This is an optimization exercise on Yosys and OpenROAD, whose aim is small area, a short achievable clock period and few clock cycles per item, not a production implementation. At most, simulation tests tie the RTL to the original design; equivalence was not proved. The RTL of run 1 was laid out without a check of its function. Power is estimated from default activity; no workload was simulated.

`config.mk`:
```
export PLATFORM = sky130hd
export DESIGN_NAME = oncore_crc
export DESIGN_NICKNAME = oncore_crc
export VERILOG_FILES = /design/flow/design.v
export SDC_FILE = /design/flow/constraint.sdc
export NUM_CORES = 4
export LEC_CHECK = 0
export CAP_MARGIN = 20
export CORE_MARGIN = 2
export CORE_UTILIZATION = 40
export CTS_BUF_LIST = sky130_fd_sc_hd__clkbuf_8
export SETUP_SLACK_MARGIN = 3
export SLEW_MARGIN = 20
```
`constraint.sdc`:
```
create_clock -name core_clock -period 6.0 [get_ports {clk}]
set_input_delay 1.2000 -clock core_clock [delete_from_list [all_inputs] [get_ports {clk}]]
set_output_delay 1.2000 -clock core_clock [all_outputs]
set_load 0.01 [all_outputs]
```
`design.v`:
```
module oncore_crc (
    input  wire        clk,
    input  wire        rst_n,        
    input  wire [1:0]  cmd,          
    input  wire [4:0]  cmd_order,    
    input  wire [15:0] cmd_poly,     
    input  wire [15:0] cmd_init,     
    input  wire [7:0]  cmd_data,     
    output wire        cmd_ready,
    output wire        res_valid,
    output wire [15:0] res
);
    localparam [1:0] CMD_START  = 2'd1;
    localparam [1:0] CMD_BYTE   = 2'd2;
    localparam [1:0] CMD_FINISH = 2'd3;
    reg [15:0] crc;          
    reg [15:0] poly;         
    reg [6:0]  q;            
    reg [3:0]  nlo;          
    reg [7:0]  data;
    reg        data_v;
    reg [15:0] rsh;
    reg [3:0]  rcnt;         
    reg        rbusy;
    reg        fin_r;        
    wire rfree = !rbusy || (rcnt == 4'd0);
    wire rload = fin_r && rfree;
    assign cmd_ready = !fin_r || rfree;
    assign res_valid = rbusy && (rcnt == 4'd0);
    assign res       = rsh;
    wire       start  = (cmd == CMD_START);
    function [15:0] align;
        input [15:0] x;
        input [4:0]  n;
        reg   [31:0] y;
        begin
            y = {x, 16'b0};
            y = n[0] ? {1'b0, y[31:1]} : y;
            y = n[1] ? {2'b0, y[31:2]} : y;
            y = n[2] ? {4'b0, y[31:4]} : y;
            y = n[3] ? {8'b0, y[31:8]} : y;
            align = y[15:0] | (x & {16{n[4]}});
        end
    endfunction
    wire [15:0] crc_init  = align(cmd_init, cmd_order);
    wire [15:0] poly_init = align(cmd_poly, cmd_order);
    reg [7:0] qn;
    integer m, j;
    always @* begin
        qn = 8'd1;
        for (m = 1; m < 8; m = m + 1) begin
            qn[m] = 1'b0;
            for (j = 1; j <= m; j = j + 1)
                qn[m] = qn[m] ^ (poly[16-j] & qn[m-j]);
        end
    end
    wire [15:0] crc_next;
    oncore_crc_byte u_byte (.crc(crc), .data(data), .poly(poly), .q(q), .crc_next(crc_next));
    always @(posedge clk) begin
        data   <= cmd_data;
        data_v <= (cmd == CMD_BYTE);
        q      <= qn[7:1];
        crc <= ({16{start}} & crc_init) | ({16{data_v}} & crc_next)
             | ({16{!start && !data_v}} & crc);
        if (start) begin
            poly <= poly_init;
            nlo  <= cmd_order[3:0];
        end
        rsh  <= rload ? crc : {1'b0, rsh[15:1]};
        rcnt <= rload ? nlo : rcnt + 4'd1;
        if (!rst_n) begin
            rbusy <= 1'b0;
            fin_r <= 1'b0;
        end else begin
            rbusy <= rload || (rbusy && rcnt != 4'd0);
            fin_r <= (fin_r && !rfree) || (cmd == CMD_FINISH && cmd_ready);
        end
    end
endmodule
module oncore_crc_byte (
    input  wire [15:0] crc,
    input  wire [7:0]  data,
    input  wire [15:0] poly,
    input  wire [6:0]  q,
    output reg  [15:0] crc_next
);
    reg [7:0] d, fb;
    integer i, k;
    always @* begin
        for (i = 0; i < 8; i = i + 1)
            d[i] = crc[15-i] ^ data[7-i];
        for (i = 0; i < 8; i = i + 1) begin
            fb[i] = d[i];
            for (k = 0; k < i; k = k + 1)
                fb[i] = fb[i] ^ (q[i-k-1] & d[k]);
        end
        crc_next = crc << 8;
        for (k = 0; k < 8; k = k + 1)
            crc_next = crc_next ^ ({16{fb[k]}} & (poly << (7-k)));
    end
endmodule
```
`flow/run.sh`:
```
#!/bin/bash
# Standard layout, but the port buffers that global placement inserts use
# buf_2 instead of the slow clkdlybuf4s50_1 that buffer_ports picks by itself.
set -euo pipefail
export BUFFER_PORTS_ARGS="-buffer_cell sky130_fd_sc_hd__buf_1"
bash standard.sh > standard.log 2>&1
```
`standard.sh`:
```
#!/bin/bash
# synth_recipe.tcl (not shown) runs the flow's synth.tcl, then flattens the netlist and writes it again
# the make line also repeats each setting of config.mk as NAME=value (left out here)
make -C /OpenROAD-flow-scripts/flow DESIGN_CONFIG=/design/flow/config.mk WORK_HOME=/design/flow/orfs CLKGATE_MAP_FILE= SYNTH_SCRIPT=/design/flow/synth_recipe.tcl "${@:-finish}"
```
==> results of run 1 <==
layer usage:
metal / up-vias / GRT usage [%] / part of all wire (%)
met5: - / 0 / 0
met1: 2557 / 30.1 / 46
met2: 231 / 33.8 / 45
li1: 2576 / - / -
met3: 22 / 3.53 / 7.2
met4: 0 / 6.53 / 1.7
repair_timing:
action                     in CTS  in global routing
pin swaps                       3                  6
buffers inserted                4                  2
resized for setup              13                 17
gates cloned                    0                  3
setup endpoints to repair      17                 17
logic make-up after synthesis:
group / after synthesis / share of synthesized area, %
AOI/OAI and AO/OA: 148 / 17.2
xor gates and xnor gates: 110 / 20.6
adders and majority gates: 5 / 1.05
buffers and inverters: 68 / 4.74
DFF: 74 / 28.2
muxes: 53 / 9.79
and+or+nand+nor: 259 / 18.5
cells in the mapped netlist, types with 2 or more instances:
| cell | n |
|---|---|
| buf_2 | 7 |
| a21oi_1 | 34 |
| o211a_1 | 2 |
| a311oi_1 | 7 |
| a22o_1 | 4 |
| nor2_1 | 69 |
| o21ai_0 | 39 |
| xnor2_2 | 3 |
| a211oi_1 | 3 |
| o211ai_1 | 8 |
| buf_4 | 3 |
| and2_1 | 5 |
| nand2_1 | 134 |
| buf_1 | 5 |
| inv_1 | 15 |
| dfxtp_1 | 54 |
| a211o_1 | 6 |
| mux2_2 | 33 |
| nand3_2 | 6 |
| and3_1 | 6 |
| nor3_1 | 5 |
| xor2_1 | 23 |
| edfxtp_1 | 20 |
| ha_1 | 5 |
| clkbuf_1 | 36 |
| a221o_1 | 20 |
| xnor2_1 | 66 |
| nor2b_1 | 6 |
| o21a_1 | 2 |
| mux2i_1 | 19 |
| a32oi_1 | 3 |
| xnor3_1 | 16 |
| nand3_1 | 23 |
| a22oi_1 | 11 |
per-stage QoR:
step	hold WS, ps	setup slack, ps	utilization [%]	power (mW)	instances
floorplan	449	3020	-	3.95	717
global placement	469	2340	43.1	4.44	921
detailed placement	471	2230	43.1	4.52	921
CTS	491	3000	45.3	5.03	941
global route	505	3000	46.1	5.47	946
finish	487	3080	46.1	5.14	946
power by group through the flow:
stage / Sequential, mW / Clock, mW / Combinational, mW
6_report: 0.852 / 0.422 / 3.86
3_5_place_dp: 0.844 / 0 / 3.67
5_1_grt: 0.868 / 0.451 / 4.16
3_3_place_gp: 0.839 / 0 / 3.60
4_1_cts: 0.842 / 0.431 / 3.76
2_1_floorplan: 0.782 / 0 / 3.17
area by class of cell:
class,count,area (sq um)
multi-input cells,576,4120
repair buffers,78,359
well taps,184,230
flip-flops and latches,74,1690
clock inverters,4,50.0
fillers,1428,7840
inverters,16,67.6
clock buffers,12,165
repair inverters,2,10.0
flip-flops by register name (all words and copies together), names as in the netlist:
signal	cells
rsh	16
q	7
nlo	4
data	8
rbusy	1
fin_r	1
rcnt	4
data_v	1
poly	16
crc	16
critical path: stages, from the launching register on:
cell and delay (ps):
dfxtp_4 380, xnor2_1 120, buf_4 190, o211ai_1 300, o211ai_1 230, buf_4 220
a211o_4 400, nand3_1 120, xnor2_1 120, xnor3_1 420, a221o_1 300
path summary, 6_finish.rpt:
check                                 startpoint              end  cells after the start
worst min-delay path            nlo[1]$_DFFE_PP_  rcnt[1]$_DFF_P_                      1
worst max register to register   crc[15]$_DFF_P_  crc[14]$_DFF_P_                     10
worst max-delay path             crc[15]$_DFF_P_  crc[14]$_DFF_P_                     10
worst min register to register  nlo[1]$_DFFE_PP_  rcnt[1]$_DFF_P_                      1
==> results.py, run 1 <==
metrics = {
    "die": {
        "ioPinCount": 67,
        "die-area_sq_um": 15900,
        "core_sq_um": 14500,
        "die_w_microns": 126,
        "rows": 44,
        "start_util_pct": 41.1,
        "fp.dieH_microns": 126,
    },
    "power_and_ir_drop": {
        "p_switching_mw": 2.13,
        "p_leak_nw": 2.73,
        "peakVddDrop_mv": 0.354,
        "pwr-share-clk_pct": 8.2,
        "switching_share_pct": 41.5,
        "power_frac_comb_pct": 75.2,
        "power.internal_mw": 3.01,
        "power.density_nw_per_um2": 767,
        "seqPwrFrac_pct": 16.6,
    },
    "synthesis": {
        "syn_nets": 771,
        "synth_cells": 717,
        "synth_top_area_cell": "dfxtp_1",
        "synth_edf_count": 20,
        "synth_area_leaders": "dfxtp_1 (18%), edfxtp_1 (10%), xnor2_1 (9.7%)",
        "synth.avg_cell_area_sq_um": 8.33,
        "yosysUniqueCellTypes": 53,
        "ys_ff_latch": 74,
        "yosysTopAreaCellShare_pct": 18.1,
        "netlist_area_sq_um": 5970,
        "synth_ff_type": "dfxtp_1",
        "async_flop_share_pct": 0,
        "yosys_warnings": 2,
        "yosysSeqAreaShare_pct": 28.2,
    },
    "drt": {
        "first_iter_violations": 436,
        "routedWlPerCell_microns": 18.5,
        "ant_nets": 0,
        "drt_wl_total_microns": 17500,
        "firstDrtPassIters": 5,
        "via_per_inst": 5.69,
        "drc": 0,
        "vias": 5386,
    },
    "worst_hold_path": {
        "hold_class": "flip-flop to flip-flop",
    },
    "sta": {
        "fmax_mhz": 342,
        "worstMarginPinSlew_ps": 781,
        "hold_violations": 0,
        "post-route-min-period_ps": 2920,
        "tns_ps": 0,
        "drv_slew": 0,
        "setup_viol": 0,
        "rsz0062_at_grt": "false",
        "finalClockSkew_ps": 16.9,
        "fin_crit_sh_pct": 48.7,
        "relSlewSlack_pct": 47.8,
    },
    "global_route": {
        "overflow": 0,
        "grt_max_degree": 35,
        "first_global_vias": 5202,
        "antenna_found_initial": 0,
        "grt_use_total_pct": 21.4,
        "grt_pass1_wl_microns": 27400,
    },
    "setup_path": {
        "cp_max_fo": 14,
        "path_class": "flip-flop to flip-flop",
        "critPathArrivalTime_ps": 3180,
        "r2r_setup_slack_ps": 3080,
        "crit_path_end_kind": "flip-flop",
        "cp-start-kind": "flip-flop",
        "cp.required_ps": 6260,
    },
    "cts": {
        "clkTransAtPathRegs_ps": 90,
        "root_buffer": "clkbuf_8",
        "cts_tree": "yes",
        "clkLatencyLatePin_ps": 360,
        "numCtsBuffers": 9,
        "postCtsHoldBufs": 0,
        "clock_sinks": 74,
        "htreeDepth": 3,
        "cts_buffer_depth": 2,
    },
    "finish": {
        "nets": 811,
        "n_antenna_cell": 0,
        "layout_common_cells": "nand2_1 (134), nor2_1 (68), xnor2_1 (64), buf_1 (64), dfxtp_1 (49)",
        "final_common_cell": "nand2_1",
        "syn_to_final_growth_pct": 12.2,
        "layout-drive-gt1-share_pct": 13.3,
        "final_area_sq_um": 6700,
    },
    "place": {
        "place_area_sq_um": 6270,
        "gp_congestion": 0.857,
        "portBuffers": 66,
        "hpwl_microns": 12300,
    },
    "flow_run": {
        "max_cap_viol_count": 0,
    },
    "status": {
        "status": "complete, no violations",
    },
}
==> run 2, diff against run 1 <==
--- a/design.v
+++ b/design.v
@@ -30,3 +30,3 @@
     assign res       = rsh;
-    wire       start  = (cmd == CMD_START);
+    wire start = (cmd == CMD_START);
     function [15:0] align;
@@ -44,4 +44,2 @@
     endfunction
-    wire [15:0] crc_init  = align(cmd_init, cmd_order);
-    wire [15:0] poly_init = align(cmd_poly, cmd_order);
     reg [7:0] qn;
@@ -56,4 +54,21 @@
     end
-    wire [15:0] crc_next;
-    oncore_crc_byte u_byte (.crc(crc), .data(data), .poly(poly), .q(q), .crc_next(crc_next));
+    wire [15:0] pv   = poly & {16{data_v}};
+    wire [15:0] base = data_v ? {crc[7:0], 8'b0}
+                     : start  ? align(cmd_init, cmd_order)
+                     : crc;
+    reg  [7:0]  d, fb;
+    reg  [15:0] crc_d;
+    integer i, k;
+    always @* begin
+        for (i = 0; i < 8; i = i + 1)
+            d[i] = crc[15-i] ^ data[7-i];
+        for (i = 0; i < 8; i = i + 1) begin
+            fb[i] = d[i];
+            for (k = 0; k < i; k = k + 1)
+                fb[i] = fb[i] ^ (q[i-k-1] & d[k]);
+        end
+        crc_d = base;
+        for (k = 0; k < 8; k = k + 1)
+            crc_d = crc_d ^ ({16{fb[k]}} & (pv << (7-k)));
+    end
     always @(posedge clk) begin
@@ -62,6 +77,5 @@
         q      <= qn[7:1];
-        crc <= ({16{start}} & crc_init) | ({16{data_v}} & crc_next)
-             | ({16{!start && !data_v}} & crc);
+        crc    <= crc_d;
         if (start) begin
-            poly <= poly_init;
+            poly <= align(cmd_poly, cmd_order);
             nlo  <= cmd_order[3:0];
@@ -79,23 +93 @@
 endmodule
-module oncore_crc_byte (
-    input  wire [15:0] crc,
-    input  wire [7:0]  data,
-    input  wire [15:0] poly,
-    input  wire [6:0]  q,
-    output reg  [15:0] crc_next
-);
-    reg [7:0] d, fb;
-    integer i, k;
-    always @* begin
-        for (i = 0; i < 8; i = i + 1)
-            d[i] = crc[15-i] ^ data[7-i];
-        for (i = 0; i < 8; i = i + 1) begin
-            fb[i] = d[i];
-            for (k = 0; k < i; k = k + 1)
-                fb[i] = fb[i] ^ (q[i-k-1] & d[k]);
-        end
-        crc_next = crc << 8;
-        for (k = 0; k < 8; k = k + 1)
-            crc_next = crc_next ^ ({16{fb[k]}} & (poly << (7-k)));
-    end
-endmodule
--- a/flow/run.sh
+++ b/flow/run.sh
@@ -4,3 +4,3 @@
 set -euo pipefail
-export BUFFER_PORTS_ARGS="-buffer_cell sky130_fd_sc_hd__buf_1"
+export BUFFER_PORTS_ARGS="-buffer_cell sky130_fd_sc_hd__buf_2"
 bash standard.sh > standard.log 2>&1
--- a/config.mk
+++ b/config.mk
@@ -10,3 +10,2 @@
 export CORE_UTILIZATION = 40
-export CTS_BUF_LIST = sky130_fd_sc_hd__clkbuf_8
 export SETUP_SLACK_MARGIN = 3
==> run 2 against run 1 <==
- via count down 1.1%
- worst setup slack better by 31 ps
- utilization up 0.59 points
- power down 9.3%
- area after synthesis up 0.34%
- sequential share of layout area down 0.52 points
- cell count down 0.32%
==> results.py, run 2 <==
metrics = {
    "power_and_ir_drop": {
        "power_frac_comb_pct": 70.4,
        "peakVddDrop_mv": 0.311,
        "seqPwrFrac_pct": 18.6,
        "power_mw": 4.66,
        "p_switching_mw": 2.08,
        "switching_share_pct": 44.7,
        "pwr-share-clk_pct": 11.0,
        "p_leak_nw": 2.87,
        "power.internal_mw": 2.58,
        "power.density_nw_per_um2": 684,
    },
    "finish": {
        "multiInputGateArea_sq_um": 4100,
        "syn_to_final_growth_pct": 13.7,
        "regArea_sq_um": 1690,
        "fill_cells": 1407,
        "nets": 808,
        "n_antenna_cell": 0,
        "layout-drive-gt1-share_pct": 20.0,
        "finalNonFillerCells": 943,
        "layout_common_cells": "nand2_1 (138), xnor2_1 (70), buf_2 (63), dfxtp_1 (51), nor2_1 (47)",
        "final_common_cell": "nand2_1",
        "reg.largest.list": "crc (16), poly (16), rsh (16)",
    },
    "cts": {
        "htreeDepth": 3,
        "clock_sinks": 74,
        "cts_buffer_depth": 2,
        "postCtsHoldBufs": 0,
        "numCtsBuffers": 9,
        "clkLatencyLatePin_ps": 340,
        "root_buffer": "clkbuf_16",
        "cts_tree": "yes",
        "clkTransAtPathRegs_ps": 70,
    },
    "place": {
        "hpwl_microns": 12700,
        "gp_congestion": 0.877,
        "place_inst": 918,
        "portBuffers": 66,
    },
    "die": {
        "ioPinCount": 67,
        "rows": 44,
        "start_util_pct": 41.1,
        "fp.dieH_microns": 126,
        "die-area_sq_um": 16000,
        "core_sq_um": 14600,
        "die_w_microns": 126,
    },
    "synthesis": {
        "synth.avg_cell_area_sq_um": 8.39,
        "async_flop_share_pct": 0,
        "ys_top_cells_by_count": "nand2_1 (139), xnor2_1 (73), dfxtp_1 (54)",
        "synth_edf_count": 20,
        "synth_cells": 714,
        "synth_top_family_by_area": "XOR/XNOR gates",
        "synthMuxAreaShare_pct": 9.69,
        "syn_nets": 768,
        "synthSimpleGateAreaFrac_pct": 17.3,
        "synth.most_common_cell": "nand2_1",
        "yosysTopAreaCellShare_pct": 18.0,
        "netlist_area_sq_um": 5990,
        "yosysSeqAreaShare_pct": 28.1,
        "synth_fa_ha_area_share_pct": 1.04,
        "synth_top_area_cell": "dfxtp_1",
        "synth_compound_area_share_pct": 17.5,
        "yosysUniqueCellTypes": 64,
        "synth_ff_type": "dfxtp_1",
        "synth_area_leaders": "dfxtp_1 (18%), xnor2_1 (11%), edfxtp_1 (10%)",
        "synth_xor_area_share_pct": 21.7,
        "yosys_warnings": 1,
        "ys_ff_latch": 74,
    },
    "setup_path": {
        "cp-start-kind": "primary input",
        "path_class": "primary input to flip-flop",
        "cp_max_fo": 31,
        "rr_worst_depth": 10,
        "cp.required_ps": 6220,
        "r2r_setup_slack_ps": 3120,
        "crit_path_end_kind": "flip-flop",
        "critPathArrivalTime_ps": 3110,
    },
    "drt": {
        "topRoutingLayerUsed": "met4",
        "drt_wl_total_microns": 17300,
        "via_per_inst": 5.65,
        "firstDrtPassIters": 7,
        "vias": 5327,
        "wl_met1_microns": 7950,
        "first_iter_violations": 340,
        "drc": 0,
        "ant_nets": 0,
        "routedWlPerCell_microns": 18.3,
        "wl_met2_microns": 7790,
        "met3WireLength_microns": 1260,
    },
    "sta": {
        "post-route-min-period_ps": 2890,
        "fin_crit_sh_pct": 48.2,
        "hold_ws_ps": 472,
        "setup_viol": 0,
        "hold_violations": 0,
        "finalClockSkew_ps": 13.2,
        "drv_slew": 0,
        "worstMarginPinSlew_ps": 862,
        "fmax_mhz": 346,
        "relSlewSlack_pct": 42.4,
        "rsz0062_at_grt": "true",
        "tns_ps": 0,
    },
    "global_route": {
        "grt_max_degree": 38,
        "antenna_found_initial": 0,
        "grt_use_total_pct": 21.9,
        "overflow": 0,
        "first_global_vias": 5046,
        "grt_pass1_wl_microns": 27600,
    },
    "flow_run": {
        "max_cap_viol_count": 0,
    },
    "worst_hold_path": {
        "whs_path_depth": 1,
        "hold_class": "flip-flop to flip-flop",
    },
    "status": {
        "status": "complete, no violations",
    },
}
-- run 2: changes by cell type after synthesis, moves of 7 or more --
cell / delta
nor2_1: -22
a221o_1: -14
a211oi_1: +11
o211ai_1: +11
a22oi_1: -9
nand3_1: +8
mux2_2: -7
xnor2_1: +7
-- run 2: path summary, 6_finish.rpt --
check	startpoint	endpoint
setup / recovery	cmd_order[1]	crc[7]$_DFF_P_
hold reg to reg	nlo[1]$_DFFE_PN_	rcnt[1]$_DFF_P_
hold / removal	nlo[1]$_DFFE_PN_	rcnt[1]$_DFF_P_
setup reg to reg	crc[15]$_DFF_P_	crc[9]$_DFF_P_
-- run 2: kinds of logic (layout without fill, tap and decap cells) --
kind of cell,Yosys count,in the layout
mux,51,51
simple gates,245,245
flops,74,74
fa+ha+maj,5,5
buf+inv,68,113
compound gates,152,152
xor+xnor,119,119
-- run 2: layer usage --
metal | track usage, % | up-vias
met5 | 0 | -
met4 | 6.14 | 0
met3 | 3.16 | 17
met2 | 34.4 | 245
met1 | 31.4 | 2496
li1 | - | 2569
-- run 2: metrics by stage --
| stage | cell area (sq um) | setup WS (ps) | utilization [%] |
|---|---|---|---|
| final | 6810 | 3110 | 46.7 |
| after global routing | 6810 | 2950 | 46.7 |
| after CTS | 6760 | 3020 | 46.3 |
| after detailed placement | 6360 | 2280 | 43.6 |
| after global placement | 6360 | 2310 | 43.6 |
| after floorplan | 6020 | 3010 | - |
-- run 2: power groups by stage --
stage	logic, mW	registers, mW	clock network (mW)
after floorplan	2.57	0.793	0
after global placement	3.11	0.864	0
after detailed placement	3.13	0.866	0
after CTS	3.18	0.864	0.519
after global routing	3.53	0.884	0.539
final	3.28	0.868	0.511
-- run 2: critical path, stage by stage --
cell and delay [ps]:
buf_4 290, inv_4 160, nand3_1 90, o21ai_0 200, mux2_2 340, a221oi_1 340
o22a_1 230, xnor2_1 140, xnor2_1 90
-- run 2: cell type report --
| cell class | count | area share (%) |
|---|---|---|
| sequential | 74 | 24.7 |
| clock buffer | 9 | 3.31 |
| clock inverter | 7 | 0.790 |
| multi-input combinational | 572 | 60.2 |
| tap | 184 | 3.38 |
| timing repair buffer | 77 | 6.36 |
| inverter | 19 | 1.19 |
| timing repair inverter | 1 | 0.0735 |
-- run 2: what timing repair did --
action	4_1_cts	5_1_grt
setup buffers	5	3
cloned	1	0
gates resized for setup	13	13
hold endpoints to repair	0	0
setup endpoints to repair	14	11
pin swaps	1	1
Testbench counts of run 2, summed over its fixed seeds: cycles 35,351, bytes 32,800.
==> run 3, diff against run 2 <==
==> flow/run.sh (replaced) <==
#!/bin/bash
# Standard layout, but the port buffers that global placement inserts use
# buf_1 instead of the slow clkdlybuf4s50_1 that buffer_ports picks by itself.
set -euo pipefail
export BUFFER_PORTS_ARGS="-buffer_cell sky130_fd_sc_hd__buf_1"
bash standard.sh > standard.log 2>&1
--- a/config.mk
+++ b/config.mk
@@ -10,3 +10,4 @@
 export CORE_UTILIZATION = 40
-export SETUP_SLACK_MARGIN = 3
+export CTS_BUF_LIST = sky130_fd_sc_hd__clkbuf_8
+export SETUP_SLACK_MARGIN = 2.75
 export SLEW_MARGIN = 20
==> run 3 against run 2 <==
- register-to-register slack worse by 160 ps
- non-clock buffer count is 1 lower
- critical path depth stayed put
==> results.py, run 3 <==
metrics = {
    "synthesis": {
        "netlist_area_sq_um": 5990,
        "synth.avg_cell_area_sq_um": 8.39,
        "synth.most_common_cell": "nand2_1",
        "synthMuxAreaShare_pct": 9.69,
        "synth_top_area_cell": "dfxtp_1",
        "synth_ff_type": "dfxtp_1",
        "synth_top_family_by_area": "XOR/XNOR gates",
        "yosysSeqAreaShare_pct": 28.1,
        "synth_cells": 714,
        "yosys_warnings": 1,
        "synth_xor_area_share_pct": 21.7,
        "yosysTopAreaCellShare_pct": 18.0,
        "synthSimpleGateAreaFrac_pct": 17.3,
        "async_flop_share_pct": 0,
        "synth_edf_count": 20,
        "synth_compound_area_share_pct": 17.5,
        "synth_area_leaders": "dfxtp_1 (18%), xnor2_1 (11%), edfxtp_1 (10%)",
        "yosysUniqueCellTypes": 64,
        "ys_ff_latch": 74,
        "synth_fa_ha_area_share_pct": 1.04,
        "ys_top_cells_by_count": "nand2_1 (139), xnor2_1 (73), dfxtp_1 (54)",
        "syn_nets": 768,
    },
    "die": {
        "rows": 44,
        "die-area_sq_um": 16000,
        "fp.dieH_microns": 126,
        "die_w_microns": 126,
        "core_sq_um": 14600,
        "start_util_pct": 41.1,
        "ioPinCount": 67,
    },
    "drt": {
        "vias": 5316,
        "topRoutingLayerUsed": "met4",
        "ant_nets": 0,
        "wl_met2_microns": 7670,
        "wl_met1_microns": 7920,
        "firstDrtPassIters": 5,
        "met3WireLength_microns": 1210,
        "drt_wl_total_microns": 17200,
        "routedWlPerCell_microns": 18.3,
        "drc": 0,
        "via_per_inst": 5.64,
        "first_iter_violations": 408,
    },
    "finish": {
        "layout_common_cells": "nand2_1 (138), xnor2_1 (70), buf_1 (64), dfxtp_1 (54), nor2_1 (47)",
        "reg.largest.list": "crc (16), poly (16), rsh (16)",
        "regArea_sq_um": 1680,
        "nets": 807,
        "syn_to_final_growth_pct": 10.8,
        "layout-drive-gt1-share_pct": 10.6,
        "multiInputGateArea_sq_um": 4090,
        "utilization_pct": 45.5,
        "fill_cells": 1467,
        "n_antenna_cell": 0,
        "final_common_cell": "nand2_1",
    },
    "power_and_ir_drop": {
        "p_switching_mw": 2.06,
        "peakVddDrop_mv": 0.296,
        "seqPwrFrac_pct": 19.2,
        "power_frac_comb_pct": 70.8,
        "pwr-share-clk_pct": 10.0,
        "power.internal_mw": 2.44,
        "power.density_nw_per_um2": 679,
        "switching_share_pct": 45.8,
        "p_leak_nw": 2.66,
    },
    "cts": {
        "clock_sinks": 74,
        "postCtsHoldBufs": 0,
        "numCtsBuffers": 9,
        "root_buffer": "clkbuf_8",
        "cts_buffer_depth": 2,
        "clkLatencyLatePin_ps": 380,
        "cts_tree": "yes",
        "htreeDepth": 3,
        "clkTransAtPathRegs_ps": 90,
    },
    "sta": {
        "fmax_mhz": 329,
        "drv_slew": 0,
        "worstMarginPinSlew_ps": 843,
        "fin_crit_sh_pct": 50.7,
        "rsz0062_at_grt": "false",
        "tns_ps": 0,
        "relSlewSlack_pct": 43.7,
        "setup_viol": 0,
        "finalClockSkew_ps": 18.5,
        "hold_violations": 0,
        "post-route-min-period_ps": 3040,
    },
    "global_route": {
        "grt_max_degree": 49,
        "first_global_vias": 5102,
        "antenna_found_initial": 0,
        "grt_pass1_wl_microns": 27100,
        "grt_use_total_pct": 21.4,
        "overflow": 0,
    },
    "worst_hold_path": {
        "whs_path_depth": 2,
        "hold_class": "flip-flop to flip-flop",
    },
    "setup_path": {
        "cp_max_fo": 11,
        "regToRegEndpoint": "crc[12]$_DFF_P_",
        "cp-endpoint": "crc[12]$_DFF_P_",
        "cp.required_ps": 6320,
        "crit_path_end_kind": "flip-flop",
        "cp-start-kind": "flip-flop",
        "startpoint": "crc[12]$_DFF_P_",
        "critPathArrivalTime_ps": 3360,
        "path_class": "flip-flop to flip-flop",
        "rr_worst_depth": 9,
        "r2r-start": "crc[12]$_DFF_P_",
        "r2r_setup_slack_ps": 2960,
    },
    "status": {
        "status": "complete, no violations",
    },
    "flow_run": {
        "max_cap_viol_count": 0,
    },
    "place": {
        "portBuffers": 66,
        "gp_congestion": 0.914,
        "hpwl_microns": 12700,
    },
}
run 3: cell types whose count changed in the layout (fill, tap and decap cells not counted), sizes merged:
| cell | change |
|---|---|
| buf | -1 |
| inv | +1 |
| clkinv | -1 |
| bufinv | +2 |
| clkinvlp | -2 |
run 3: critical path, stage by stage (launching register included):
cell	delay, ps
dfxtp_1	550
xor2_4	350
nand2_1	120
xnor3_1	360
xnor3_4	580
nand2_1	130
xor2_1	190
xnor2_1	160
xnor3_1	390
o21ai_1	130
run 3: kinds of logic (layout without fill, tap and decap cells):
group                    count (synthesis)  after routing
buffers and inverters                   68            112
AO/OA/AOI/OAI                          152            152
XOR/XNOR                               119            119
adder cells (fa/ha/maj)                  5              5
multiplexers                            51             51
AND/OR/NAND/NOR                        245            245
flip-flops                              74             74
run 3: cell type report:
type | count | area share (%)
flip-flops and latches | 74 | 25.3
well taps | 184 | 3.47
repair inverters | 1 | 0.0754
inverters | 19 | 1.17
clock buffers | 9 | 1.87
repair buffers | 76 | 4.99
clock inverters | 7 | 1.53
multi-input cells | 572 | 61.6
run 3: repair_timing:
action,4_1_cts,5_1_grt
buffers inserted,0,4
hold endpoints to repair,0,0
cloned,0,1
pin swaps,0,1
gates resized for setup,3,14
setup endpoints to repair,10,10
run 3: power groups by stage:
| stage | sequential (mW) | combinational [mW] | clock (mW) |
|---|---|---|---|
| final | 0.865 | 3.19 | 0.453 |
| after global routing | 0.876 | 3.43 | 0.484 |
| after CTS | 0.856 | 3.15 | 0.465 |
| after detailed placement | 0.865 | 3.13 | 0 |
| after global placement | 0.859 | 3.07 | 0 |
| after floorplan | 0.793 | 2.56 | 0 |
run 3: stage by stage:
step,power [mW],setup WS [ps],instances,hold WS [ps],area [sq um]
after floorplan,3.36,2810,714,449,5990
after global placement,3.93,2270,921,457,6310
after detailed placement,3.99,2140,921,469,6310
after CTS,4.47,2720,937,487,6550
after global routing,4.79,2770,942,503,6640
final,4.51,2960,942,483,6640
run 3: worst min-delay path by stage:
| stage | endpoint | startpoint |
|---|---|---|
| 3_3_place_gp | rcnt[1]$_DFF_P_ | nlo[1]$_DFFE_PN_ |
| 3_5_place_dp | rcnt[0]$_DFF_P_ | rcnt[0]$_DFF_P_ |
| 2_1_floorplan | rcnt[1]$_DFF_P_ | nlo[1]$_DFFE_PN_ |
| 6_report | rsh[2]$_DFF_P_ | rsh[3]$_DFF_P_ |
| 4_1_cts | rsh[2]$_DFF_P_ | rsh[3]$_DFF_P_ |
| 5_1_grt | rcnt[1]$_DFF_P_ | nlo[1]$_DFFE_PN_ |
run 3: layer usage:
layer / track usage (%) / vias to the layer above
li1: - / 2561
met1: 30.4 / 2501
met2: 32.8 / 219
met3: 3.71 / 35
met4: 7.63 / 0
met5: 0 / -
==> run 4, diff against run 3 <==
--- a/config.mk
+++ b/config.mk
@@ -11,3 +11,3 @@
 export CTS_BUF_LIST = sky130_fd_sc_hd__clkbuf_8
-export SETUP_SLACK_MARGIN = 2.75
+export SETUP_SLACK_MARGIN = 3.5
 export SLEW_MARGIN = 20
==> run 4 against run 3 <==
- die area did not move
- synthesized cell count did not move
- power rose by 39%
- global-route usage rose by 3.5 points
- count of clock-buffer cells in the layout did not move
- highest routed layer unchanged
- design area rose by 23%
- cell count rose by 9.6%
- sequential cell count did not move
- routed wire length rose by 20%
- first-iteration DRC count rose by 35%
- critical path type unchanged
- utilization rose by 10 points
- largest cell class unchanged
- sequential power rose by 7.3%
==> results.py, run 4 <==
metrics = {
    "status": {
        "status": "complete, no violations",
    },
    "global_route": {
        "grt_use_total_pct": 24.9,
        "antenna_found_initial": 0,
        "grt_pass1_wl_microns": 31300,
        "overflow": 0,
        "grt_max_degree": 42,
        "first_global_vias": 5820,
    },
    "place": {
        "portBuffers": 66,
        "dp_slack_ps": 2390,
        "gp_congestion": 0.902,
        "hpwl_microns": 12700,
    },
    "drt": {
        "vias": 6093,
        "first_iter_violations": 549,
        "via_per_inst": 5.90,
        "drc": 0,
        "firstDrtPassIters": 5,
        "ant_nets": 0,
        "routedWlPerCell_microns": 20.1,
        "drt_wl_total_microns": 20700,
    },
    "sta": {
        "fmax_mhz": 379,
        "setup_slack_ps": 3360,
        "drv_slew": 0,
        "finalClockSkew_ps": 9.51,
        "rsz0062_at_grt": "true",
        "post-route-min-period_ps": 2640,
        "hold_violations": 0,
        "tns_ps": 0,
        "relSlewSlack_pct": 59.7,
        "setup_viol": 0,
        "fin_crit_sh_pct": 44.0,
        "worstMarginPinSlew_ps": 604,
    },
    "cts": {
        "clkLatencyLatePin_ps": 370,
        "cts_buffer_depth": 2,
        "numCtsBuffers": 9,
        "cts_tree": "yes",
        "htreeDepth": 3,
        "clock_sinks": 74,
        "root_buffer": "clkbuf_8",
        "clkTransAtPathRegs_ps": 80,
        "postCtsHoldBufs": 0,
    },
    "synthesis": {
        "yosys_warnings": 1,
        "netlist_area_sq_um": 5990,
        "ys_top_cells_by_count": "nand2_1 (139), xnor2_1 (73), dfxtp_1 (54)",
        "ys_ff_latch": 74,
        "synth_cells": 714,
        "yosysTopAreaCellShare_pct": 18.0,
        "syn_nets": 768,
        "synth_edf_count": 20,
        "synth.most_common_cell": "nand2_1",
        "synth_area_leaders": "dfxtp_1 (18%), xnor2_1 (11%), edfxtp_1 (10%)",
        "synth_top_area_cell": "dfxtp_1",
        "synth_ff_type": "dfxtp_1",
        "yosysUniqueCellTypes": 64,
        "yosysSeqAreaShare_pct": 28.1,
        "async_flop_share_pct": 0,
        "synth.avg_cell_area_sq_um": 8.39,
    },
    "finish": {
        "layout-drive-gt1-share_pct": 33.0,
        "final_common_cell": "nand2_1",
        "regArea_sq_um": 1730,
        "layout_common_cells": "nand2_1 (114), buf_4 (74), buf_1 (62), xnor2_1 (48), nor2_1 (43)",
        "reg.largest.list": "crc (16), poly (16), rsh (16)",
        "n_antenna_cell": 0,
        "syn_to_final_growth_pct": 36.0,
        "multiInputGateArea_sq_um": 4720,
        "fill_cells": 1253,
        "nets": 897,
    },
    "die": {
        "start_util_pct": 41.1,
        "fp.dieH_microns": 126,
        "die-area_sq_um": 16000,
        "die_w_microns": 126,
        "core_sq_um": 14600,
        "rows": 44,
        "ioPinCount": 67,
    },
    "power_and_ir_drop": {
        "p_leak_nw": 3.40,
        "pwr-share-clk_pct": 5.9,
        "seqPwrFrac_pct": 14.8,
        "power.internal_mw": 3.54,
        "power_frac_comb_pct": 79.3,
        "power.density_nw_per_um2": 768,
        "peakVddDrop_mv": 0.395,
        "p_switching_mw": 2.71,
        "switching_share_pct": 43.4,
    },
    "setup_path": {
        "cp_max_fo": 6,
        "critPathArrivalTime_ps": 2900,
        "cp.required_ps": 6260,
        "crit_path_end_kind": "flip-flop",
        "r2r_setup_slack_ps": 3360,
        "cp-start-kind": "flip-flop",
        "path_class": "flip-flop to flip-flop",
    },
    "flow_run": {
        "max_cap_viol_count": 0,
    },
    "worst_hold_path": {
        "hold_class": "flip-flop to flip-flop",
    },
}
run 4: timing repair:
| item | CTS | global route |
|---|---|---|
| cloned | 6 | 0 |
| buffers inserted | 67 | 21 |
| setup endpoints to repair | 31 | 37 |
| pin swaps | 56 | 34 |
| resized for setup | 121 | 71 |
run 4: area by class of cell:
class	instances	share of cell area (%)
Multi-Input combinational cell	574	58.0
Sequential cell	74	21.2
Timing Repair Buffer	164	14.6
Tap cell	184	2.83
Clock buffer	9	1.52
Inverter	19	1.11
Clock inverter	7	0.691
Timing Repair inverter	1	0.0922
run 4: path summary, 6_finish.rpt:
kind / from / endpoint / cells after the start
worst min register to register: nlo[1]$_DFFE_PN_ / rcnt[1]$_DFF_P_ / 1
worst max-delay path: crc[12]$_DFF_P_ / crc[10]$_DFF_P_ / 10
worst min-delay path: nlo[1]$_DFFE_PN_ / rcnt[1]$_DFF_P_ / 1
worst max register to register: crc[12]$_DFF_P_ / crc[10]$_DFF_P_ / 10
run 4: cells by family (layout without fill, tap and decap cells):
logic type               Yosys count  count (layout)  share of synthesized area, %
adder cells (fa/ha/maj)            5               5                          1.04
AO/OA/AOI/OAI                    152             153                          17.5
multiplexers                      51              51                          9.69
AND/OR/NAND/NOR                  245             245                          17.3
buffers and inverters             68             200                          4.66
flip-flops                        74              74                          28.1
XOR/XNOR                         119             120                          21.7
run 4: through the flow:
stage	cell area (sq um)	hold slack, ps	cells	utilization, %	power [mW]
after global routing	8140	491	1032	55.8	6.53
after CTS	7670	479	1011	52.6	5.49
after detailed placement	6340	457	922	43.5	4.01
final	8140	476	1032	55.8	6.25
after global placement	6340	456	922	43.5	3.95
after floorplan	6080	449	714	-	3.37
run 4: routing by layer:
metal | global-route usage [%] | share of wire [%] | up-vias
li1 | - | - | 2758
met1 | 32.2 | 40 | 2921
met2 | 38.6 | 46 | 351
met3 | 6.33 | 9.6 | 63
met4 | 12.7 | 4.1 | 0
met5 | 0 | 0 | -
run 4: power groups by stage:
stage / combinational, mW / sequential (mW) / clock [mW]
after floorplan: 2.58 / 0.793 / 0
after global placement: 3.09 / 0.866 / 0
after detailed placement: 3.14 / 0.872 / 0
after CTS: 4.22 / 0.896 / 0.373
after global routing: 5.20 / 0.940 / 0.391
final: 4.96 / 0.928 / 0.367
run 4: worst max-delay path, stage by stage (launching register included):
cell	delay [ps]
dfxtp_4	400
xor2_4	250
buf_4	160
buf_6	110
nand2_1	110
xnor2_2	160
buf_4	150
xnor3_2	320
nand3_1	130
xnor2_1	300
xnor3_1	430
==> run 5, diff against run 4 <==
--- a/config.mk
+++ b/config.mk
@@ -11,3 +11,3 @@
 export CTS_BUF_LIST = sky130_fd_sc_hd__clkbuf_8
-export SETUP_SLACK_MARGIN = 3.5
+export SETUP_SLACK_MARGIN = 3.25
 export SLEW_MARGIN = 20
==> run 5 against run 4 <==
- combinational power is 25% lower
- clock power is 12% higher
- power is 20% lower
- sequential share of layout area is 2.9 points higher
- non-clock buffer count is 60 lower
- routed wire length is 11% lower
- critical endpoint is now crc[13]$_DFF_P_
- first-iteration DRC count is 21% lower
- utilization is 7.3 points lower
- cell count is 6.1% lower
- worst setup slack worse by 50 ps
- maximum frequency is 1.9% lower
- sequential cell count stayed put
==> results.py, run 5 <==
metrics = {
    "status": {
        "status": "complete, no violations",
    },
    "drt": {
        "vias": 5575,
        "first_iter_violations": 436,
        "drt_wl_total_microns": 18300,
        "firstDrtPassIters": 5,
        "routedWlPerCell_microns": 18.9,
        "via_per_inst": 5.75,
        "ant_nets": 0,
        "drc": 0,
    },
    "die": {
        "die_w_microns": 126,
        "die-area_sq_um": 16000,
        "start_util_pct": 41.1,
        "ioPinCount": 67,
        "core_sq_um": 14600,
        "rows": 44,
        "fp.dieH_microns": 126,
    },
    "cts": {
        "postCtsHoldBufs": 0,
        "numCtsBuffers": 9,
        "htreeDepth": 3,
        "cts_buffer_depth": 2,
        "clkLatencyLatePin_ps": 380,
        "clkTransAtPathRegs_ps": 80,
        "cts_tree": "yes",
        "clock_sinks": 74,
        "root_buffer": "clkbuf_8",
    },
    "synthesis": {
        "ys_top_cells_by_count": "nand2_1 (139), xnor2_1 (73), dfxtp_1 (54)",
        "synth.most_common_cell": "nand2_1",
        "synth_area_leaders": "dfxtp_1 (18%), xnor2_1 (11%), edfxtp_1 (10%)",
        "netlist_area_sq_um": 5990,
        "ys_ff_latch": 74,
        "synth_edf_count": 20,
        "yosysTopAreaCellShare_pct": 18.0,
        "yosysSeqAreaShare_pct": 28.1,
        "synth_ff_type": "dfxtp_1",
        "synth_cells": 714,
        "yosysUniqueCellTypes": 64,
        "yosys_warnings": 1,
        "synth.avg_cell_area_sq_um": 8.39,
        "synth_top_area_cell": "dfxtp_1",
        "async_flop_share_pct": 0,
        "syn_nets": 768,
    },
    "setup_path": {
        "cp_top_family": "XOR/XNOR gates",
        "critPathArrivalTime_ps": 2970,
        "cp.required_ps": 6280,
        "critPathBufInv": 1,
        "cp_max_fo": 8,
        "cp-start-kind": "flip-flop",
        "critPathMaxStageDelay_ps": 500,
        "crit_path_end_kind": "flip-flop",
        "path_class": "flip-flop to flip-flop",
        "path_cells": "xor2_2 > buf_6 > nand2_1 > xnor2_2 > xor3_2 > or3_4 > a211oi_4 > o211a_1 > nor3_2 > xnor2_1",
        "critPathSlowestCell": "xor3_2",
    },
    "finish": {
        "n_antenna_cell": 0,
        "layout-drive-gt1-share_pct": 17.7,
        "utilization_pct": 48.5,
        "finalNonFillerCells": 969,
        "nets": 835,
        "final_common_cell": "nand2_1",
        "final_area_sq_um": 7070,
        "layout_common_cells": "nand2_1 (137), xnor2_1 (67), buf_1 (65), nor2_1 (46), dfxtp_1 (42)",
        "reg.largest.list": "crc (16), poly (16), rsh (16)",
        "syn_to_final_growth_pct": 18.0,
    },
    "sta": {
        "relSlewSlack_pct": 42.9,
        "worstMarginPinSlew_ps": 854,
        "finalClockSkew_ps": 13.2,
        "post-route-min-period_ps": 2690,
        "setup_viol": 0,
        "tns_ps": 0,
        "drv_slew": 0,
        "hold_violations": 0,
        "fmax_mhz": 372,
        "hold_ws_ps": 449,
        "setup_slack_ps": 3310,
        "rsz0062_at_grt": "true",
        "fin_crit_sh_pct": 44.8,
    },
    "worst_hold_path": {
        "hold_class": "flip-flop to flip-flop",
    },
    "global_route": {
        "grt_use_total_pct": 22.3,
        "grt_max_degree": 49,
        "overflow": 0,
        "antenna_found_initial": 0,
        "first_global_vias": 5328,
        "grt_pass1_wl_microns": 28300,
    },
    "place": {
        "dp_slack_ps": 2360,
        "hpwl_microns": 12900,
        "place_inst": 922,
        "gp_congestion": 0.888,
        "portBuffers": 66,
        "place_area_sq_um": 6340,
    },
    "flow_run": {
        "max_cap_viol_count": 0,
    },
    "power_and_ir_drop": {
        "peakVddDrop_mv": 0.301,
        "p_leak_nw": 2.85,
        "power_mw": 5.03,
        "power.density_nw_per_um2": 711,
    },
}
==> run 5: cell counts after synthesis <==
No cell type changed its count.
==> run 5: worst reg2reg max path: stages (launching register included) <==
cell and delay [ps]:
dfxtp_4 420, xor2_2 170, buf_6 160, nand2_1 90, xnor2_2 190, xor3_2 500, or3_4 370, a211oi_4 290
o211a_1 210, nor3_2 50, xnor2_1 140
==> run 5: layer usage <==
metal	vias to the layer above	wire length (microns)	track usage, %
met5	-	0	0
met3	30	1670	4.68
met4	0	416	7.24
li1	2627	-	-
met1	2604	8090	31.7
met2	314	8170	33.9
==> run 5: kinds of logic after synthesis <==
kind of cell | after synthesis | synth area share, %
XOR/XNOR | 119 | 21.7
adder cells (fa/ha/maj) | 5 | 1.04
AND/OR/NAND/NOR | 245 | 17.3
buffers and inverters | 68 | 4.66
multiplexers | 51 | 9.69
AO/OA/AOI/OAI | 152 | 17.5
flip-flops | 74 | 28.1
==> run 5: report_power, final <==
group	leakage [nW]	switching (mW)	internal, mW
clock	0.106	0.200	0.213
combinational	2.10	1.83	1.88
sequential	0.639	0.219	0.684
==> run 5: area by class of cell <==
cell class                 count  area (sq um)
fill                        1419          7520
multi-input combinational    572          4260
sequential                    74          1700
timing repair buffer         104           586
tap                          184           230
clock buffer                  11           151
inverter                      19          82.6
clock inverter                 4          50.0
timing repair inverter         1          5.00
==> run 5: final timing paths <==
kind | to | startpoint | cells past startpoint | slack (ps)
worst max-delay path | crc[13]$_DFF_P_ | crc[15]$_DFF_P_ | 10 | 3310
worst min-delay path | rcnt[0]$_DFF_P_ | rcnt[0]$_DFF_P_ | 1 | 450
worst min register to register | rcnt[0]$_DFF_P_ | rcnt[0]$_DFF_P_ | 1 | 450
worst max register to register | crc[13]$_DFF_P_ | crc[15]$_DFF_P_ | 10 | 3310
==> run 5: what timing repair did <==
| action | CTS | global route |
|---|---|---|
| buffers inserted | 5 | 25 |
| endpoints found under the setup margin | 24 | 14 |
| cloned | 1 | 1 |
| pin swaps | 2 | 13 |
| gates resized for setup | 37 | 29 |
==> run 6, diff against run 5 <==
--- a/config.mk
+++ b/config.mk
@@ -9,3 +9,3 @@
 export CORE_MARGIN = 2
-export CORE_UTILIZATION = 40
+export CORE_UTILIZATION = 60
 export CTS_BUF_LIST = sky130_fd_sc_hd__clkbuf_8
==> run 6 against run 5 <==
- count of clock-buffer cells in the layout stayed put
- non-clock buffer count is 4 lower
- via count is 1.4% higher
- power is 4.9% higher
- cell count is 5.5% lower
- clock skew is 2.7 ps lower
- sequential power is 2% lower
- worst setup slack worse by 25 ps
- register-to-register slack worse by 20 ps
- hold slack better by 23 ps
==> results.py, run 6 <==
metrics = {
    "sta": {
        "setup_viol": 0,
        "rsz0062_at_grt": "true",
        "post-route-min-period_ps": 2720,
        "relSlewSlack_pct": 44.8,
        "drv_slew": 0,
        "fin_crit_sh_pct": 45.3,
        "worstMarginPinSlew_ps": 825,
        "fmax_mhz": 368,
        "finalClockSkew_ps": 10.4,
        "tns_ps": 0,
        "hold_violations": 0,
    },
    "power_and_ir_drop": {
        "power.density_nw_per_um2": 748,
        "peakVddDrop_mv": 0.589,
        "power_frac_comb_pct": 75.5,
        "power.internal_mw": 2.92,
        "pwr-share-clk_pct": 7.6,
        "switching_share_pct": 44.6,
        "seqPwrFrac_pct": 16.9,
        "p_switching_mw": 2.35,
        "power_mw": 5.27,
        "p_leak_nw": 2.89,
    },
    "flow_run": {
        "max_cap_viol_count": 0,
    },
    "cts": {
        "postCtsHoldBufs": 0,
        "root_buffer": "clkbuf_8",
        "cts_tree": "yes",
        "clock_sinks": 74,
        "numCtsBuffers": 9,
        "clkLatencyLatePin_ps": 360,
        "clkTransAtPathRegs_ps": 80,
        "cts_buffer_depth": 2,
        "htreeDepth": 3,
    },
    "global_route": {
        "grt_pass1_wl_microns": 27000,
        "grt_max_degree": 49,
        "antenna_found_initial": 0,
        "grt_use_total_pct": 31.5,
        "overflow": 0,
        "first_global_vias": 5309,
    },
    "setup_path": {
        "crit_path_end_kind": "flip-flop",
        "cp.required_ps": 6250,
        "cp_max_fo": 12,
        "path_class": "flip-flop to flip-flop",
        "critPathArrivalTime_ps": 2960,
        "cp-start-kind": "flip-flop",
    },
    "finish": {
        "syn_to_final_growth_pct": 17.6,
        "utilization_pct": 72.4,
        "layout_common_cells": "nand2_1 (137), buf_1 (65), xnor2_1 (59), nor2_1 (46), dfxtp_1 (39)",
        "fill_cells": 781,
        "n_antenna_cell": 0,
        "multiInputGateArea_sq_um": 4330,
        "reg.largest.list": "crc (16), poly (16), rsh (16)",
        "regArea_sq_um": 1710,
        "layout-drive-gt1-share_pct": 18.5,
        "nets": 832,
        "final_common_cell": "nand2_1",
    },
    "synthesis": {
        "async_flop_share_pct": 0,
        "synth.avg_cell_area_sq_um": 8.39,
        "yosys_warnings": 1,
        "synth_edf_count": 20,
        "yosysSeqAreaShare_pct": 28.1,
        "ys_top_cells_by_count": "nand2_1 (139), xnor2_1 (73), dfxtp_1 (54)",
        "synth_ff_type": "dfxtp_1",
        "synth_area_leaders": "dfxtp_1 (18%), xnor2_1 (11%), edfxtp_1 (10%)",
        "netlist_area_sq_um": 5990,
        "synth_top_area_cell": "dfxtp_1",
        "ys_ff_latch": 74,
        "synth_compound_area_share_pct": 17.5,
        "syn_nets": 768,
        "synth.most_common_cell": "nand2_1",
        "synthMuxAreaShare_pct": 9.69,
        "yosysUniqueCellTypes": 64,
        "synth_top_family_by_area": "XOR/XNOR gates",
        "synthSimpleGateAreaFrac_pct": 17.3,
        "synth_cells": 714,
        "synth_fa_ha_area_share_pct": 1.04,
        "yosysTopAreaCellShare_pct": 18.0,
        "synth_xor_area_share_pct": 21.7,
    },
    "die": {
        "fp.dieH_microns": 104,
        "core_sq_um": 9730,
        "die_w_microns": 104,
        "start_util_pct": 61.6,
        "rows": 36,
        "ioPinCount": 67,
        "die-area_sq_um": 10800,
    },
    "drt": {
        "via_per_inst": 6.17,
        "firstDrtPassIters": 6,
        "routedWlPerCell_microns": 19.3,
        "drt_wl_total_microns": 17700,
        "ant_nets": 0,
        "drc": 0,
        "vias": 5654,
        "first_iter_violations": 547,
    },
    "status": {
        "status": "complete, no violations",
    },
    "worst_hold_path": {
        "hold_class": "flip-flop to flip-flop",
    },
    "place": {
        "portBuffers": 66,
        "gp_congestion": 0.896,
        "hpwl_microns": 12300,
    },
}
-- run 6: cell counts after synthesis --
No cell type changed its count.
-- run 6: what timing repair did --
action                                  CTS  global route
buffers inserted                         13            14
gates resized for setup                  31            43
endpoints found under the setup margin   25            14
pin swaps                                 4            18
cloned                                    1             1
-- run 6: worst max-delay path, cell delays in order, from the launching register on --
cell,delay (ps)
dfxtp_4,420
xor2_1,190
buf_6,170
nand2_1,100
xnor2_2,200
xor3_2,510
or3_4,360
a211oi_2,270
o211a_1,200
nor3_2,50
xnor2_1,130
-- run 6: logic make-up after synthesis --
group | after synthesis
flip-flops | 74
multiplexers | 51
AO/OA/AOI/OAI | 152
XOR/XNOR | 119
adder cells (fa/ha/maj) | 5
buffers and inverters | 68
AND/OR/NAND/NOR | 245
-- run 6: layer usage --
| layer | vias to the layer above | GRT usage (%) | part of all wire (%) |
|---|---|---|---|
| met5 | - | 0 | 0 |
| li1 | 2626 | - | - |
| met3 | 55 | 6.89 | 7.6 |
| met2 | 275 | 52.0 | 48 |
| met4 | 0 | 12.9 | 4.0 |
| met1 | 2698 | 40.2 | 40 |
-- run 6: power groups by stage --
stage               logic (mW)  clock network [mW]  registers, mW
floorplan                 2.57                   0          0.793
global placement          3.11                   0          0.856
detailed placement        3.17                   0          0.864
CTS                       3.50               0.406          0.877
global route              4.19               0.427          0.901
finish                    3.98               0.400          0.889
-- run 6: final timing paths --
kind                    from  slack, ps              end  cells past startpoint
max          crc[15]$_DFF_P_       3280  crc[13]$_DFF_P_                     10
min           rsh[3]$_DFF_P_        470   rsh[2]$_DFF_P_                      2
max reg2reg  crc[15]$_DFF_P_       3280  crc[13]$_DFF_P_                     10
min reg2reg   rsh[3]$_DFF_P_        470   rsh[2]$_DFF_P_                      2
-- run 6: area by class of cell --
cell class | instances | area share, %
Sequential cell | 74 | 24.3
Multi-Input combinational cell | 573 | 61.5
Timing Repair Buffer | 100 | 7.76
Tap cell | 133 | 2.36
Clock inverter | 5 | 0.728
Clock buffer | 11 | 2.15
Inverter | 19 | 1.15
Timing Repair inverter | 1 | 0.0710
-- run 6: stage by stage --
stage          setup slack (ps)  hold slack, ps  cell area [sq um]  std cells
2_1_floorplan              3150             449               6070        714
3_3_place_gp               2430             458               6270        871
3_5_place_dp               2400             468               6270        871
4_1_cts                    3240             479               6730        901
5_1_grt                    3180             498               7040        916
6_report                   3280             472               7040        916
==> run 7, diff against run 6 <==
--- a/design.v
+++ b/design.v
@@ -15,3 +15,3 @@
     localparam [1:0] CMD_FINISH = 2'd3;
-    reg [15:0] crc;          
+    reg [7:0]  crc_lo;       
     reg [15:0] poly;         
@@ -19,3 +19,3 @@
     reg [3:0]  nlo;          
-    reg [7:0]  data;
+    reg [7:0]  top;          
     reg        data_v;
@@ -55,5 +55,5 @@
     wire [15:0] pv   = poly & {16{data_v}};
-    wire [15:0] base = data_v ? {crc[7:0], 8'b0}
+    wire [15:0] base = data_v ? {crc_lo, 8'b0}
                      : start  ? align(cmd_init, cmd_order)
-                     : crc;
+                     : {top, crc_lo};
     reg  [7:0]  d, fb;
@@ -63,3 +63,3 @@
         for (i = 0; i < 8; i = i + 1)
-            d[i] = crc[15-i] ^ data[7-i];
+            d[i] = top[7-i];
         for (i = 0; i < 8; i = i + 1) begin
@@ -74,6 +74,6 @@
     always @(posedge clk) begin
-        data   <= cmd_data;
+        top    <= crc_d[15:8] ^ (cmd_data & {8{cmd == CMD_BYTE}});
         data_v <= (cmd == CMD_BYTE);
         q      <= qn[7:1];
-        crc    <= crc_d;
+        crc_lo <= crc_d[7:0];
         if (start) begin
@@ -82,3 +82,3 @@
         end
-        rsh  <= rload ? crc : {1'b0, rsh[15:1]};
+        rsh  <= rload ? {top, crc_lo} : {1'b0, rsh[15:1]};
         rcnt <= rload ? nlo : rcnt + 4'd1;
--- a/config.mk
+++ b/config.mk
@@ -9,5 +9,5 @@
 export CORE_MARGIN = 2
-export CORE_UTILIZATION = 60
+export CORE_UTILIZATION = 40
 export CTS_BUF_LIST = sky130_fd_sc_hd__clkbuf_8
-export SETUP_SLACK_MARGIN = 3.25
+export SETUP_SLACK_MARGIN = 3.5
 export SLEW_MARGIN = 20
==> run 7 against run 6 <==
- hold slack better by 12 ps
- clock skew fell by 1.9 ps
- synthesized cell count is 6.4% lower
- cell count unchanged
==> results.py, run 7 <==
metrics = {
    "status": {
        "status": "complete, no violations",
    },
    "global_route": {
        "grt_use_total_pct": 23.1,
        "overflow": 0,
        "grt_pass1_wl_microns": 26300,
        "grt_max_degree": 52,
        "first_global_vias": 4745,
        "antenna_found_initial": 0,
    },
    "sta": {
        "setup_viol": 0,
        "post-route-min-period_ps": 2530,
        "tns_ps": 0,
        "finalClockSkew_ps": 8.53,
        "hold_ws_ps": 484,
        "rsz0062_at_grt": "true",
        "relSlewSlack_pct": 45.5,
        "fmax_mhz": 395,
        "fin_crit_sh_pct": 42.2,
        "hold_violations": 0,
        "drv_slew": 0,
        "worstMarginPinSlew_ps": 815,
    },
    "drt": {
        "via_per_inst": 5.48,
        "firstDrtPassIters": 5,
        "drc": 0,
        "routedWlPerCell_microns": 18.3,
        "ant_nets": 0,
        "first_iter_violations": 365,
        "vias": 5023,
        "drt_wl_total_microns": 16800,
    },
    "power_and_ir_drop": {
        "power.internal_mw": 2.40,
        "power.density_nw_per_um2": 642,
        "power_mw": 4.29,
        "pwr-share-clk_pct": 11.2,
        "peakVddDrop_mv": 0.409,
        "seqPwrFrac_pct": 18.9,
        "p_switching_mw": 1.89,
        "p_leak_nw": 2.65,
        "power_frac_comb_pct": 69.9,
        "switching_share_pct": 44.1,
    },
    "cts": {
        "cts_buffer_depth": 2,
        "root_buffer": "clkbuf_8",
        "numCtsBuffers": 9,
        "clkTransAtPathRegs_ps": 80,
        "cts_tree": "yes",
        "htreeDepth": 3,
        "clkLatencyLatePin_ps": 370,
        "clock_sinks": 66,
        "postCtsHoldBufs": 0,
    },
    "flow_run": {
        "max_cap_viol_count": 0,
    },
    "setup_path": {
        "r2r-start": "top[5]$_DFF_P_",
        "cp_top_family": "multiplexers",
        "crit_path_end_kind": "flip-flop",
        "r2r_setup_slack_ps": 3520,
        "path_cells": "buf_1 > mux4_2 > a221oi_2 > o21ai_1 > a22oi_1 > xnor2_1 > xnor3_1",
        "cp.required_ps": 6250,
        "critPathBufInv": 1,
        "cp.depth": 7,
        "rr_worst_depth": 8,
        "critPathSlowestCell": "mux4_2",
        "critPathMaxStageDelay_ps": 530,
        "critPathArrivalTime_ps": 2790,
        "cp-start-kind": "primary input",
        "cp_max_fo": 5,
        "regToRegEndpoint": "top[6]$_DFF_P_",
        "path_class": "primary input to flip-flop",
        "startpoint": "cmd_init[1]",
    },
    "finish": {
        "finalNonFillerCells": 916,
        "n_antenna_cell": 0,
        "layout_common_cells": "nand2_1 (133), xnor2_1 (78), nor2_1 (73), buf_1 (57), dfxtp_1 (39)",
        "multiInputGateArea_sq_um": 4040,
        "nets": 785,
        "regArea_sq_um": 1540,
        "final_common_cell": "nand2_1",
        "utilization_pct": 48.5,
        "layout-drive-gt1-share_pct": 18.8,
        "syn_to_final_growth_pct": 19.1,
        "fill_cells": 1341,
        "reg.largest.list": "poly (16), rsh (16)",
    },
    "synthesis": {
        "synth_cells": 668,
        "ys_ff_latch": 66,
        "async_flop_share_pct": 0,
        "syn_nets": 722,
        "yosys_warnings": 1,
        "yosysSeqAreaShare_pct": 27.1,
        "synth_top_area_cell": "dfxtp_1",
        "ys_top_cells_by_count": "nand2_1 (138), xnor2_1 (81), nor2_1 (73)",
        "synth.avg_cell_area_sq_um": 8.40,
        "synth_area_leaders": "dfxtp_1 (16%), xnor2_1 (13%), edfxtp_1 (11%)",
        "synth_edf_count": 20,
        "yosysTopAreaCellShare_pct": 16.4,
        "synth_ff_type": "dfxtp_1",
        "netlist_area_sq_um": 5610,
        "synth.most_common_cell": "nand2_1",
        "yosysUniqueCellTypes": 52,
    },
    "die": {
        "die_w_microns": 122,
        "ioPinCount": 67,
        "core_sq_um": 13800,
        "fp.dieH_microns": 122,
        "die-area_sq_um": 15000,
        "rows": 43,
        "start_util_pct": 40.7,
    },
    "place": {
        "gp_congestion": 0.976,
        "place_inst": 880,
        "portBuffers": 66,
        "hpwl_microns": 12000,
    },
    "worst_hold_path": {
        "min_from": "rsh[12]$_DFF_P_",
        "hold_class": "flip-flop to flip-flop",
        "min_to": "rsh[11]$_DFF_P_",
        "whs_path_depth": 1,
    },
}
run 7: timing repair:
action | in CTS | in global routing
endpoints found under the setup margin | 30 | 17
gates cloned | 3 | 0
resized for setup | 37 | 35
setup buffers | 11 | 6
pin swaps | 9 | 13
hold endpoints to repair | 0 | 0
run 7: metal layers:
metal  share of wire (%)  up-vias  track usage (%)  wire (microns)
li1                    -     2403                -               -
met1                  44     2408             30.5            7340
met2                  49      184             38.8            8210
met3                 5.5       28             4.23             920
met4                 1.9        0             6.39             318
met5                   0        -                0               0
run 7: cell families after synthesis:
| kind of cell | after synthesis | share of synthesized area, % |
|---|---|---|
| DFF | 66 | 27.1 |
| adders and majority gates | 5 | 1.12 |
| AOI/OAI and AO/OA | 109 | 12.0 |
| and+or+nand+nor | 255 | 18.5 |
| buffers and inverters | 52 | 4.17 |
| xor gates and xnor gates | 129 | 24.5 |
| muxes | 52 | 12.5 |
run 7: power by group through the flow:
stage | sequential (mW) | combinational, mW | clock, mW
final | 0.813 | 3.00 | 0.479
after global routing | 0.829 | 3.23 | 0.507
after CTS | 0.804 | 2.80 | 0.488
after detailed placement | 0.812 | 2.57 | 0
after global placement | 0.807 | 2.53 | 0
after floorplan | 0.726 | 2.15 | 0
run 7: cell type report:
class                      count  area share [%]
tap                          180            3.37
clock inverter                 7            1.87
multi-input combinational    550            60.5
sequential                    66            23.0
timing repair buffer          92            8.59
inverter                      12           0.861
clock buffer                   9            1.85
run 7: how the worst max path moves through the flow:
stage                              end
global route            top[4]$_DFF_P_
global placement     crc_lo[7]$_DFF_P_
finish                  top[4]$_DFF_P_
detailed placement   crc_lo[7]$_DFF_P_
floorplan           poly[14]$_DFFE_PN_
CTS                     top[4]$_DFF_P_
run 7: worst register-to-register path, cell delays in order, from the launching register on:
cell and delay (ps):
dfxtp_1 550, nand2_1 150, xnor2_2 250, xnor3_2 450
nand2_1 100, xor3_2 480, nand2_1 110, o22ai_1 80
o32ai_1 220
run 7: through the flow:
stage	cell area, sq um	worst slack (ps)
final	6680	3470
after global routing	6680	3380
after detailed placement	5980	2330
after CTS	6500	3470
after floorplan	5710	3170
after global placement	5980	2400
Testbench counts of run 7, summed over its fixed seeds: cycles 35,351, bytes 32,800.
==> run 8, diff against run 7 <==
--- a/config.mk
+++ b/config.mk
@@ -11,3 +11,3 @@
 export CTS_BUF_LIST = sky130_fd_sc_hd__clkbuf_8
-export SETUP_SLACK_MARGIN = 3.5
+export SETUP_SLACK_MARGIN = 3.4
 export SLEW_MARGIN = 20
==> run 8 against run 7 <==
- still clean
- worst setup slack got worse by 79 ps
- clock power fell by 8.1%
- routed wire length fell by 0.95%
- hold slack got worse by 40 ps
- cell count rose by 0.76%
- power fell by 3.1%
- sequential cell count did not move
- maximum frequency fell by 3.0%
- sequential power barely moved
- largest cell class unchanged
==> results.py, run 8 <==
metrics = {
    "synthesis": {
        "synth_top_area_cell": "dfxtp_1",
        "yosysSeqAreaShare_pct": 27.1,
        "synth.avg_cell_area_sq_um": 8.40,
        "async_flop_share_pct": 0,
        "yosysTopAreaCellShare_pct": 16.4,
        "netlist_area_sq_um": 5610,
        "ys_top_cells_by_count": "nand2_1 (138), xnor2_1 (81), nor2_1 (73)",
        "synth_cells": 668,
        "yosys_warnings": 1,
        "syn_nets": 722,
        "synth_area_leaders": "dfxtp_1 (16%), xnor2_1 (13%), edfxtp_1 (11%)",
        "ys_ff_latch": 66,
        "yosysUniqueCellTypes": 52,
        "synth_edf_count": 20,
        "synth_ff_type": "dfxtp_1",
        "synth.most_common_cell": "nand2_1",
    },
    "sta": {
        "setup_viol": 0,
        "rsz0062_at_grt": "true",
        "hold_violations": 0,
        "drv_slew": 0,
        "finalClockSkew_ps": 8.45,
        "fmax_mhz": 383,
        "post-route-min-period_ps": 2610,
        "worstMarginPinSlew_ps": 808,
        "relSlewSlack_pct": 46.0,
        "tns_ps": 0,
        "fin_crit_sh_pct": 43.5,
    },
    "finish": {
        "final_common_cell": "nand2_1",
        "finalNonFillerCells": 923,
        "regArea_sq_um": 1530,
        "multiInputGateArea_sq_um": 4010,
        "fill_cells": 1391,
        "reg.largest.list": "poly (16), rsh (16)",
        "n_antenna_cell": 0,
        "syn_to_final_growth_pct": 18.0,
        "layout_common_cells": "nand2_1 (135), xnor2_1 (79), nor2_1 (73), buf_1 (61), dfxtp_1 (39)",
        "layout-drive-gt1-share_pct": 18.0,
        "nets": 792,
    },
    "cts": {
        "clock_sinks": 66,
        "root_buffer": "clkbuf_8",
        "postCtsHoldBufs": 0,
        "htreeDepth": 3,
        "cts_buffer_depth": 2,
        "clkLatencyLatePin_ps": 350,
        "numCtsBuffers": 9,
        "clkTransAtPathRegs_ps": 70,
        "cts_tree": "yes",
    },
    "setup_path": {
        "crit_path_end_kind": "flip-flop",
        "critPathMaxStageDelay_ps": 500,
        "cp-start-kind": "primary input",
        "cp_max_fo": 5,
        "regToRegEndpoint": "top[6]$_DFF_P_",
        "cp.depth": 8,
        "r2r-start": "top[2]$_DFF_P_",
        "critPathSlowestCell": "mux4_2",
        "startpoint": "cmd_init[4]",
        "path_class": "primary input to flip-flop",
        "critPathArrivalTime_ps": 2840,
        "path_cells": "buf_1 > mux4_2 > nand2_1 > o21ai_1 > a221oi_2 > o22ai_2 > xnor2_2 > xnor2_1",
        "cp_top_family": "compound AO/OA/AOI/OAI gates",
        "cp.required_ps": 6230,
        "r2r_setup_slack_ps": 3480,
        "rr_worst_depth": 7,
        "cp-endpoint": "crc_lo[5]$_DFF_P_",
        "critPathBufInv": 1,
    },
    "die": {
        "fp.dieH_microns": 122,
        "ioPinCount": 67,
        "core_sq_um": 13800,
        "die-area_sq_um": 15000,
        "die_w_microns": 122,
        "start_util_pct": 40.7,
        "rows": 43,
    },
    "global_route": {
        "antenna_found_initial": 0,
        "grt_use_total_pct": 22.5,
        "first_global_vias": 4816,
        "overflow": 0,
        "grt_pass1_wl_microns": 25900,
        "grt_max_degree": 52,
    },
    "power_and_ir_drop": {
        "p_leak_nw": 2.61,
        "peakVddDrop_mv": 0.307,
        "power_mw": 4.16,
        "power.density_nw_per_um2": 628,
    },
    "drt": {
        "routedWlPerCell_microns": 18.0,
        "drc": 0,
        "firstDrtPassIters": 5,
        "vias": 5111,
        "first_iter_violations": 499,
        "drt_wl_total_microns": 16600,
        "via_per_inst": 5.54,
        "ant_nets": 0,
    },
    "place": {
        "place_inst": 881,
        "portBuffers": 66,
        "gp_congestion": 0.935,
        "hpwl_microns": 12000,
    },
    "status": {
        "status": "complete, no violations",
    },
    "worst_hold_path": {
        "hold_class": "flip-flop to flip-flop",
    },
    "flow_run": {
        "max_cap_viol_count": 0,
    },
}
## run 8: how the worst min path moves through the flow
stage                             from         endpoint  slack (ps)  cells after the start
CTS                    rcnt[0]$_DFF_P_  rcnt[0]$_DFF_P_         450                      1
global route           rcnt[0]$_DFF_P_  rcnt[0]$_DFF_P_         470                      1
global placement       rcnt[0]$_DFF_P_  rcnt[0]$_DFF_P_         460                      1
detailed placement     rsh[12]$_DFF_P_  rsh[11]$_DFF_P_         470                      1
finish                 rcnt[0]$_DFF_P_  rcnt[0]$_DFF_P_         440                      1
floorplan           poly[15]$_DFFE_PN_     q[0]$_DFF_P_         400                      0
## run 8: where the power goes
part / switching, mW / internal (mW) / leakage, nW
Sequential: 0.186 / 0.626 / 0.570
Clock: 0.182 / 0.259 / 0.116
Combinational: 1.50 / 1.41 / 1.92
## run 8: layout make-up
| cell class | instances | share of cell area, % |
|---|---|---|
| repair buffers | 99 | 8.43 |
| flip-flops and latches | 66 | 23.1 |
| clock inverters | 5 | 1.29 |
| clock buffers | 11 | 2.29 |
| multi-input cells | 550 | 60.6 |
| inverters | 12 | 0.851 |
| well taps | 180 | 3.40 |
## run 8: cells by family after synthesis
kind of cell,count (synthesis),share of synthesized area [%]
xor+xnor,129,24.5
mux,52,12.5
compound gates,109,12.0
buf+inv,52,4.17
flops,66,27.1
fa+ha+maj,5,1.12
simple gates,255,18.5
## run 8: metrics by stage
stage	hold slack, ps	setup WS (ps)	cell area [sq um]	utilization, %
after CTS	455	3380	6380	46.3
after global routing	467	3390	6620	48.0
final	444	3390	6620	48.0
after global placement	461	2270	5980	43.4
after detailed placement	474	2180	5980	43.4
after floorplan	398	3170	5700	-
## run 8: repair_timing
item                                    4_1_cts  5_1_grt
buffers inserted                              8       16
endpoints found under the setup margin       30       14
pin swaps                                     2       13
cloned                                        1        1
gates resized for setup                      21       30
## run 8: metal layers
metal / global-route usage [%] / part of all wire (%) / routed length [microns] / vias to the layer above
met1: 29.9 / 42 / 7030 / 2437
met4: 6.03 / 2.4 / 392 / 0
li1: - / - / - / 2413
met2: 37.6 / 49 / 8070 / 228
met3: 4.28 / 6.9 / 1140 / 33
met5: 0 / 0 / 0 / -

Re-timed with assumed drivers on the ports (clkbuf_16 on the clock, buf_2 on other inputs), run 8 has 3.267 ns of setup slack against 3.390 ns with ideal ports, and 2.881 ns once port delays also move by the mid clock arrival of 0.386 ns.
